This design comes from an exercise in tuning for small area and a short achievable clock period on the open sky130 flow, not from production work.
RTL that was checked went through simulation tests only; none was proved equivalent to the original.
Power and IR drop assume default switching activity.

Setup of willow:
==> flow/design.v <==
module wlfc_fx (
    input  wire        clk,
    input  wire        rst,         
    input  wire        in_valid,
    input  wire [2:0]  in_op,       
    input  wire [63:0] in_a,
    output reg         out_valid,
    output reg  [63:0] out_data
);
    wire [31:0] w = in_a[31:0];
    wire        op_fl = in_op[2];                         
    wire        op_ff = ~in_op[2] & (in_op[1:0] == 2'd1);
    wire        op_in = ~in_op[2] & (in_op[1:0] == 2'd2);
    wire        op_fr = ~in_op[2] & (in_op[1:0] == 2'd3);
    wire [10:0] ff_e  = in_a[62:52];
    wire [41:0] ff_m  = {1'b1, in_a[51:11]};
    wire        ff_hi = ff_e[10];
    wire        ff_lo = ~ff_e[10] & (&ff_e[9:5]);
    wire [41:0] ff_a  = ff_hi ? ff_m : (ff_lo ? {32'd0, ff_m[41:32]} : 42'd0);
    wire [31:0] fl_x = {1'b0, w[30:0] ^ {31{w[31]}}};
    wire [15:0] v1;  wire [15:0] p1;
    wire [7:0]  v2;  wire [15:0] p2;
    wire [3:0]  v3;  wire [11:0] p3;
    wire [1:0]  v4;  wire [7:0]  p4;
    genvar g;
    generate
        for (g = 0; g < 16; g = g + 1) begin : l1
            assign v1[g] = fl_x[2*g+1] | fl_x[2*g];
            assign p1[g] = fl_x[2*g+1];
        end
        for (g = 0; g < 8; g = g + 1) begin : l2
            assign v2[g] = v1[2*g+1] | v1[2*g];
            assign p2[2*g+1 -: 2] = v1[2*g+1] ? {1'b1, p1[2*g+1]} : {1'b0, p1[2*g]};
        end
        for (g = 0; g < 4; g = g + 1) begin : l3
            assign v3[g] = v2[2*g+1] | v2[2*g];
            assign p3[3*g+2 -: 3] = v2[2*g+1] ? {1'b1, p2[4*g+3 -: 2]} : {1'b0, p2[4*g+1 -: 2]};
        end
        for (g = 0; g < 2; g = g + 1) begin : l4
            assign v4[g] = v3[2*g+1] | v3[2*g];
            assign p4[4*g+3 -: 4] = v3[2*g+1] ? {1'b1, p3[6*g+5 -: 3]} : {1'b0, p3[6*g+2 -: 3]};
        end
    endgenerate
    wire [4:0]  fl_q  = v4[1] ? {1'b1, p4[7:4]} : {1'b0, p4[3:0]};
    wire        fl_xz = ~(v4[1] | v4[0]);
    reg [63:0] sa;
    reg [4:0]  ss;
    always @(*) begin
        if (op_fl) begin
            sa = {w[30:0], 33'd0};
            ss = fl_q;
        end else if (op_ff) begin
            sa = {22'd0, ff_a};
            ss = ~ff_e[4:0];
        end else begin
            sa = {w[30:16], {8{w[31] & ~op_fr}}, w[31:8] & {24{~op_fr}},
                  w[7] & ~op_in, w[6:0], 9'd0};
            ss = {op_in, op_fr, 3'd0};
        end
    end
    wire [47:0] sh16 = ss[4] ? sa[63:16]  : sa[47:0];
    wire [39:0] sh8  = ss[3] ? sh16[47:8] : sh16[39:0];
    reg        r1_v;
    reg        r1_fl;     
    reg        r1_ng;     
    reg [4:0]  r1_q;
    reg        r1_xz;
    reg [2:0]  r1_s;
    reg [39:0] r1_d;
    always @(posedge clk) begin
        if (rst)
            r1_v <= 1'b0;
        else
            r1_v <= in_valid;
        r1_fl <= op_fl;
        r1_ng <= op_fl ? w[31] : (op_ff & in_a[63]);
        r1_q  <= fl_q;
        r1_xz <= fl_xz;
        r1_s  <= ss[2:0];
        r1_d  <= sh8;
    end
    wire [35:0] sh4 = r1_s[2] ? r1_d[39:4] : r1_d[35:0];
    wire [33:0] sh2 = r1_s[1] ? sh4[35:2]  : sh4[33:0];
    wire [32:0] sh  = r1_s[0] ? sh2[33:1]  : sh2[32:0];
    wire [30:0] n_in = {sh[32:9], sh[8:2] & {7{r1_fl}}};
    wire [30:0] po0 = n_in;
    wire [30:0] po1, po2, po3, po4, po5;
    genvar b;
    generate
        for (b = 0; b < 31; b = b + 1) begin : pfx
            assign po1[b] = (b % 2  >= 1)  ? po0[b] | po0[b - (b % 2)  + 0] : po0[b];
            assign po2[b] = (b % 4  >= 2)  ? po1[b] | po1[b - (b % 4)  + 1] : po1[b];
            assign po3[b] = (b % 8  >= 4)  ? po2[b] | po2[b - (b % 8)  + 3] : po2[b];
            assign po4[b] = (b % 16 >= 8)  ? po3[b] | po3[b - (b % 16) + 7] : po3[b];
            assign po5[b] = (b % 32 >= 16) ? po4[b] | po4[b - (b % 32) + 15] : po4[b];
        end
    endgenerate
    wire [30:0] n_out = n_in ^ ({po5[29:0], 1'b0} & {31{r1_ng}});
    wire [8:0]  rnd   = {1'b0, sh[8:1]} + {8'd0, sh[0]};
    wire        fl_p2 = r1_ng & ~r1_xz & ~|sh[32:2];     
    wire        fl_z  = r1_xz & ~r1_ng;                  
    wire [10:0] fl_e0 = 11'd1015 + {6'd0, r1_q};
    wire [10:0] fl_e1 = 11'd1016 + {6'd0, r1_q};
    wire [10:0] fl_e  = fl_z ? 11'd0 : (fl_p2 ? fl_e1 : fl_e0);
    reg        r2_fl;
    reg        r2_ng;
    reg [30:0] r2_n;      
    reg [10:0] r2_x;      
    always @(posedge clk) begin
        if (rst)
            out_valid <= 1'b0;
        else
            out_valid <= r1_v;
        r2_fl <= r1_fl;
        r2_ng <= r1_ng;
        r2_n  <= n_out;
        r2_x  <= r1_fl ? fl_e : {2'd0, rnd};
    end
    always @(*) begin
        if (r2_fl)
            out_data = {r2_ng, r2_x, r2_n, 21'd0};
        else
            out_data = {32'd0, r2_n[30:7], 8'h00} | {55'd0, r2_x[8:0]};
    end
endmodule
export LEC_CHECK = 0
export ABC_AREA = 1
export CAP_MARGIN = 20
export CORE_MARGIN = 2
export CORE_UTILIZATION = 40
export SETUP_SLACK_MARGIN = 3.2
export SLEW_MARGIN = 20
create_clock -name core_clock -period 5.5 [get_ports {clk}]
standard.sh (not shown) runs the stock make flow with config.mk's settings and CLKGATE_MAP_FILE= SYNTH_SCRIPT=/design/flow/synth_recipe.tcl, a recipe that flattens the netlist after the stock synthesis.
==> flow/flow/run.sh <==
#!/bin/bash
# The standard layout (the standard.sh, ORFS synth to finish), except
# that the port buffers ORFS inserts on every input and output use the
# smallest buffer cell, sky130_fd_sc_hd__buf_1, instead of its default.
set -euo pipefail
cd "$(dirname "${BASH_SOURCE[0]}")/.."
bash standard.sh finish "BUFFER_PORTS_ARGS=-buffer_cell sky130_fd_sc_hd__buf_1" > standard_finish.log 2>&1
Per the final summary, willow finished and its layout is clean on timing, DRC and antenna.
Relative to willow, the following input files were edited for delta:
# willow
export LEC_CHECK = 0
export ABC_AREA = 1
export CAP_MARGIN = 20
export CORE_MARGIN = 2
export CORE_UTILIZATION = 40
export SETUP_SLACK_MARGIN = 3.2
export SLEW_MARGIN = 20
create_clock -name core_clock -period 5.5 [get_ports {clk}]
# delta
export LEC_CHECK = 0
export ABC_AREA = 1
export CAP_MARGIN = 20
export CORE_MARGIN = 2
export CORE_UTILIZATION = 40
export SETUP_SLACK_MARGIN = 3.5
export SLEW_MARGIN = 20
create_clock -name core_clock -period 5.5 [get_ports {clk}]
Findings:
Non-clock buffer count, delta vs willow: up by more than a quarter
From willow to delta the numbers moved as follows: layout clock buffer count has decreased, post-CTS repair timing setup buffer count has increased.
Looking at worst setup slack across both flows, delta is the weaker of the two, with willow ahead.
delta ends up with a final instance area that is 16% higher than in willow.
Looking at fraction of met3 tracks used by global routing, delta sits 0.20 points higher than willow does.
Compared with willow, routed wirelength normalized by instance count in delta increased by more than a quarter.
--- input diff delta..garnet ---
# delta
export LEC_CHECK = 0
export ABC_AREA = 1
export CAP_MARGIN = 20
export CORE_MARGIN = 2
export CORE_UTILIZATION = 40
export SETUP_SLACK_MARGIN = 3.5
export SLEW_MARGIN = 20
create_clock -name core_clock -period 5.5 [get_ports {clk}]
# garnet
export LEC_CHECK = 0
export ABC_AREA = 1
export CAP_MARGIN = 20
export CORE_MARGIN = 2
export CORE_UTILIZATION = 40
export SETUP_SLACK_MARGIN = 3.0
export SLEW_MARGIN = 20
create_clock -name core_clock -period 5.5 [get_ports {clk}]
==> comparison <==
Going from delta to garnet, layout cell share with drive strength beyond 1 lower, power attributed to sequential cells lower. Changes observed in garnet relative to delta: cell internal power dissipation shows a reduction of 520 uW; number of distinct library cells after synthesis shows no meaningful change; placed standard-cell area shows no meaningful change. garnet improves on delta in worst slack at placement. The final worst-path cycle share number comes out lower for garnet vs delta.

run A:
// wlfc_fx: RTL as listed in full above, without the edits since
==> flow/config.mk <==
export PLATFORM = sky130hd
export DESIGN_NAME = wlfc_fx
export DESIGN_NICKNAME = wlfc_fx
export VERILOG_FILES = /design/flow/design.v
export SDC_FILE = /design/flow/constraint.sdc
export NUM_CORES = 4
export LEC_CHECK = 0
export ABC_AREA = 1
export CAP_MARGIN = 20
export CORE_MARGIN = 2
export CORE_UTILIZATION = 40
export SETUP_SLACK_MARGIN = 2.5
export SLEW_MARGIN = 20
==> flow/constraint.sdc <==
create_clock -name core_clock -period 5.5 [get_ports {clk}]
set_input_delay 1.1000 -clock core_clock [delete_from_list [all_inputs] [get_ports {clk}]]
set_output_delay 1.1000 -clock core_clock [all_outputs]
set_load 0.01 [all_outputs]
Scripts as last shown in full above: flow/flow/run.sh
Run A completed every stage of the flow, and the final layout passed the timing, DRC and antenna checks.
The inputs of run B differ from those of run A as listed below.
Settings: SETUP_SLACK_MARGIN now 3.0, was 2.5.
==> flow/flow/run.sh <==
#!/bin/bash
# The standard layout (the standard.sh, ORFS synth to finish), except
# that the port buffers ORFS inserts on every input and output use the
# smallest buffer cell, sky130_fd_sc_hd__buf_1, instead of its default,
# and that ORFS's power recovery (downsizing of gates off the critical
# paths after global routing) is on.
set -euo pipefail
cd "$(dirname "${BASH_SOURCE[0]}")/.."
bash standard.sh finish "BUFFER_PORTS_ARGS=-buffer_cell sky130_fd_sc_hd__buf_1" \
    "RECOVER_POWER=100" > standard_finish.log 2>&1
--- outcome ---
[flow] run B | stages: complete | final checks: fail | reason: max-capacitance violations, max-slew violations. No stage failed in run A, and the final checks on the layout all came back clean. After detailed routing, run A needs less wire than run B. Post-route non-filler standard cell count: run B vs run A up 45. [compare] base=run A new=run B: non-clock buffer count increased about 30%, fraction of area in multi-input gates went down 2.5 points. Relative to run A, maximum frequency decreased by about 24% in run B. Comparing the two runs side by side, run B comes out behind run A on via count.
Modified inputs, run C compared to run B
Settings: a deleted ABC_AREA that had been 1; a change of SETUP_SLACK_MARGIN from 3.0 to 2.5.
==> flow/flow/run.sh <==
#!/bin/bash
# The standard layout (the standard.sh, ORFS synth to finish), except
# that the port buffers ORFS inserts on every input and output use the
# smallest buffer cell, sky130_fd_sc_hd__buf_1, instead of its default.
set -euo pipefail
cd "$(dirname "${BASH_SOURCE[0]}")/.."
bash standard.sh finish "BUFFER_PORTS_ARGS=-buffer_cell sky130_fd_sc_hd__buf_1" > standard_finish.log 2>&1
[summary]
In run B the implementation completed, yet the final layout does not meet the checks, the culprit being max-capacitance violations, max-slew violations.
Run C went all the way through synthesis, placement and routing and the layout is clean on timing, DRC and antenna.
The sequential power reported for run C is greater than that of run B by about 3.7%.
Run B has a higher critical path depth than run C.
Where leakage power total is concerned, run B is outperformed by run C.
Hold slack in run C is 0.032 ns above run B.
Changes observed in run C relative to run B: x dimension of the die was more or less identical; total clock sinks neither gained nor lost much; internal power contribution now sits higher.
Compared with run B, in run C share of total power in combinational logic fell 1.8 points, net switching share of the total power fell 3.4 points.

wlfc_fx, a different RTL version from the one above (not shown whole).
For scale: ~1300 cells after synthesis, roughly 0.0078 mm² of cells after synthesis.
export LEC_CHECK = 0
export ABC_AREA = 1
export CAP_MARGIN = 20
export CORE_MARGIN = 2
export CORE_UTILIZATION = 40
export SETUP_SLACK_MARGIN = 2.8
export SLEW_MARGIN = 20
create_clock -name core_clock -period 5.5 [get_ports {clk}]
==> flow/flow/run.sh <==
#!/bin/bash
# The standard layout (the standard.sh, ORFS synth to finish), except
# that the port buffers ORFS inserts on every input and output use the
# smallest buffer cell, sky130_fd_sc_hd__buf_1, instead of its default.
set -euo pipefail
cd "$(dirname "${BASH_SOURCE[0]}")/.."
bash standard.sh finish "BUFFER_PORTS_ARGS=-buffer_cell sky130_fd_sc_hd__buf_1" > standard_finish.log 2>&1
Then changed:
- SETUP_SLACK_MARGIN: 2.8 -> 2.9
- TNS_END_PERCENT: default -> 0
After rerunning:
- The new run went through all stages and came out clean
- critical path depth came out lower by 1
- wire length came out higher by 0.43%
- synthesized cell count is unchanged
- clock skew hardly moves
- via count is about the same
- setup slack improved by 0.030 ns
- first-iteration DRC count came out lower by 3.0%
- combinational power came out higher by about 1%
- sequential cell count is unchanged
Then changed:
- SETUP_SLACK_MARGIN: 2.9 -> 3.0
- TNS_END_PERCENT: 0 -> default
=> Clock skew rises by 0.0049 ns. Clock power rises by about 2%. Power rises by 3.1%.

Starting RTL as in the previous note.
Design wlfc_fx, start of the top module:
module wlfc_fx (
    input  wire        clk,
    input  wire        rst,         
    input  wire        in_valid,
    input  wire [2:0]  in_op,       
    input  wire [63:0] in_a,
    output reg         out_valid,
    output reg  [63:0] out_data
);
Settings: LEC_CHECK=0, ABC_AREA=1, CAP_MARGIN=20, CORE_MARGIN=2, CORE_UTILIZATION=40, CTS_BUF_LIST=sky130_fd_sc_hd__clkbuf_4 sky130_fd_sc_hd__clkbuf_8, CTS_CLUSTER_SIZE=10, SETUP_SLACK_MARGIN=2.9, SLEW_MARGIN=20; clock period 5.5 ns.
Scripts as last shown in full above: flow/flow/run.sh
Rerun with:
--- a/flow/config.mk
+++ b/flow/config.mk
@@ -10,6 +10,6 @@
 export CORE_MARGIN = 2
 export CORE_UTILIZATION = 40
-export CTS_BUF_LIST = sky130_fd_sc_hd__clkbuf_4 sky130_fd_sc_hd__clkbuf_8
-export CTS_CLUSTER_SIZE = 10
+export CTS_BUF_LIST = sky130_fd_sc_hd__clkbuf_8
+export PLACE_DENSITY = 0.75
 export SETUP_SLACK_MARGIN = 2.9
 export SLEW_MARGIN = 20
After rerunning: The new run ran to the end with no violations; clock power climbs by 8.1%; cell count climbs by 1.4%; setup slack degrades by 73 ps; cell area climbs by 5.7%; worst hold slack degrades by 4.1 ps; die area stays the same; utilization climbs by 2.7 points.

## P
Another version of the RTL of wlfc_fx (not shown whole).
Size in the first run: ~42 flip-flops.
clock: 5.5 ns
lec_check: 0
cap_margin: 20
core_margin: 2
core_utilization: 40
slew_margin: 20
run.sh (not shown) runs the stock make flow with config.mk's settings and CLKGATE_MAP_FILE= SYNTH_SCRIPT=/design/flow/synth_recipe.tcl, a recipe that flattens the netlist after the stock synthesis.
Stock flow here: none of the scripts above is used.
The following lists how Q was set up differently from P:
==> flow/flow/run.sh (new file) <==
#!/bin/bash
# The standard layout (the standard.sh, ORFS synth to finish), except
# that the port buffers ORFS inserts on every input and output use the
# smallest buffer cell, sky130_fd_sc_hd__buf_1, instead of its default.
set -euo pipefail
cd "$(dirname "${BASH_SOURCE[0]}")/.."
bash standard.sh finish "BUFFER_PORTS_ARGS=-buffer_cell sky130_fd_sc_hd__buf_1" > standard_finish.log 2>&1
==> flow/standard.sh (new file) <==
#!/bin/bash
# synth_recipe.tcl (not shown) runs the flow's synth.tcl, then flattens the netlist and writes it again
# the make line also repeats each setting of config.mk as NAME=value (left out here)
make -C /OpenROAD-flow-scripts/flow DESIGN_CONFIG=/design/flow/config.mk WORK_HOME=/design/flow/orfs CLKGATE_MAP_FILE= SYNTH_SCRIPT=/design/flow/synth_recipe.tcl "${@:-finish}"
removed: flow/run.sh
==> comparison <==
Per the comparison of Q with P, clock period minus final worst setup slack -0.38 ns; final worst-path setup slack +0.38 ns; sequential share of power +2.2 points; share of cell area taken by multi-input logic gates +7.6 points.
[Q] number of buffer and inverter instances along the worst setup path rose 1 relative to P
The higher area added between synthesis and finish came out of P.
Status: met1 wire length parity (P, Q)
P ended up with in_a[13] as its launching instance or port of the critical path; Q ended up with in_a[22].
Compared with P, Q shows a number of gates on the worst path with buffers counted that is 1 lower.
[Q] via count fell 59 relative to P
For R, these inputs were changed with respect to Q:
Settings: ABC_AREA: unset -> 1.
==> flow/run.sh (new file) <==
#!/bin/bash
# synth_recipe.tcl (not shown) runs the flow's synth.tcl, then flattens the netlist and writes it again
# the make line also repeats each setting of config.mk as NAME=value (left out here)
make -C /OpenROAD-flow-scripts/flow DESIGN_CONFIG=/design/flow/config.mk WORK_HOME=/design/flow/orfs CLKGATE_MAP_FILE= SYNTH_SCRIPT=/design/flow/synth_recipe.tcl finish
removed: flow/flow/run.sh
removed: flow/standard.sh
[summary]
R went all the way through synthesis, placement and routing and the layout is clean on timing, DRC and antenna.
The die of R is larger than the one used in Q.
Between Q and R, switching fraction of total power increased.
The lower global-route usage of Q and R is in Q.
When R is set beside Q, its normalized max-slew margin turns out to be 1.1 points smaller.
Maximum number of pins on one net before global-route repair grows by more than a quarter when moving from Q to R.
Compared with Q, in R critical path depth now larger; sequential share of layout area saw a decrease; wire length of the first global-routing pass grew by about 11%; mean instance size in the synthesized netlist has decreased.
R vs Q on cell area after placement: R is the higher one.
Die outline height (higher): R
Function was not checked in any run of this note: the RTL went through the layout flow alone.

==> separate check: timing with driven ports <==
The results above use ideal ports. As a check the final layouts listed here were re-extracted and re-timed, cells and wires unchanged.
Step 1, drivers: a clkbuf_16 drives clk and a buf_2 each remaining input, both assumed.
Step 2 adds t to the input delays and takes it off the output delays; t is the mean of the earliest and latest rising clock arrival at the registers after step 1. Input paths then give back, and output paths get back, about the clock's delay inside the block.
Slacks: ideal ports / drivers / drivers and shift; pairs: ideal ports / drivers.
| run | shift t [ns] | slack for setup (ns) | worst hold slack (ns) | worst setup path at the end | slew at the worst register clock pin (ns) |
|---|---|---|---|---|---|
| willow | 0.394 | 3.032 / 2.926 / 2.533 | 0.409 / 0.409 / 0.409 | input to register | 0.07 / 0.07 |
| delta | 0.398 | 2.821 / 2.796 / 2.464 | 0.406 / 0.406 / 0.406 | input to register | 0.07 / 0.07 |
| garnet | 0.391 | 2.996 / 2.959 / 2.568 | 0.405 / 0.405 / 0.405 | input to register | 0.07 / 0.07 |
| run A | 0.398 | 2.612 / 2.635 / 2.237 | 0.404 / 0.404 / 0.404 | input to register | 0.08 / 0.08 |
| run B | 0.388 | 1.686 / 1.633 / 1.245 | 0.405 / 0.405 / 0.405 | input to register | 0.07 / 0.07 |
| run C | 0.386 | 2.534 / 2.558 / 2.172 | 0.438 / 0.438 / 0.438 | input to register | 0.07 / 0.07 |
| the first run of note 3 | 0.395 | 2.841 / 2.853 / 2.458 | 0.406 / 0.406 / 0.406 | input to register | 0.07 / 0.07 |
| the second run of note 3 | 0.394 | 2.871 / 2.892 / 2.498 | 0.405 / 0.405 / 0.405 | input to register | 0.07 / 0.07 |
| the third run of note 3 | 0.394 | 3.013 / 3.011 / 2.618 | 0.406 / 0.406 / 0.406 | input to register | 0.07 / 0.07 |
| the first run of note 4 | 0.421 | 2.967 / 2.974 / 2.553 | 0.410 / 0.410 / 0.410 | input to register | 0.10 / 0.10 |
| the second run of note 4 | 0.416 | 2.894 / 2.903 / 2.487 | 0.405 / 0.405 / 0.405 | input to register | 0.10 / 0.10 |
| P | 0.328 | 0.547 / 0.569 / 0.241 | 1.310 / 1.292 / 1.620 | input to register | 0.07 / 0.07 |
| Q | 0.326 | 0.923 / 0.946 / 0.620 | 0.959 / 0.939 / 1.264 | input to register | 0.07 / 0.07 |
| R | 0.338 | 0.823 / 0.780 / 0.719 | 1.314 / 1.293 / 1.631 | input to register | 0.07 / 0.07 |
For willow, which loses most, drivers alone change the setup slack by -0.106 ns; drivers and shift together by -0.499 ns.
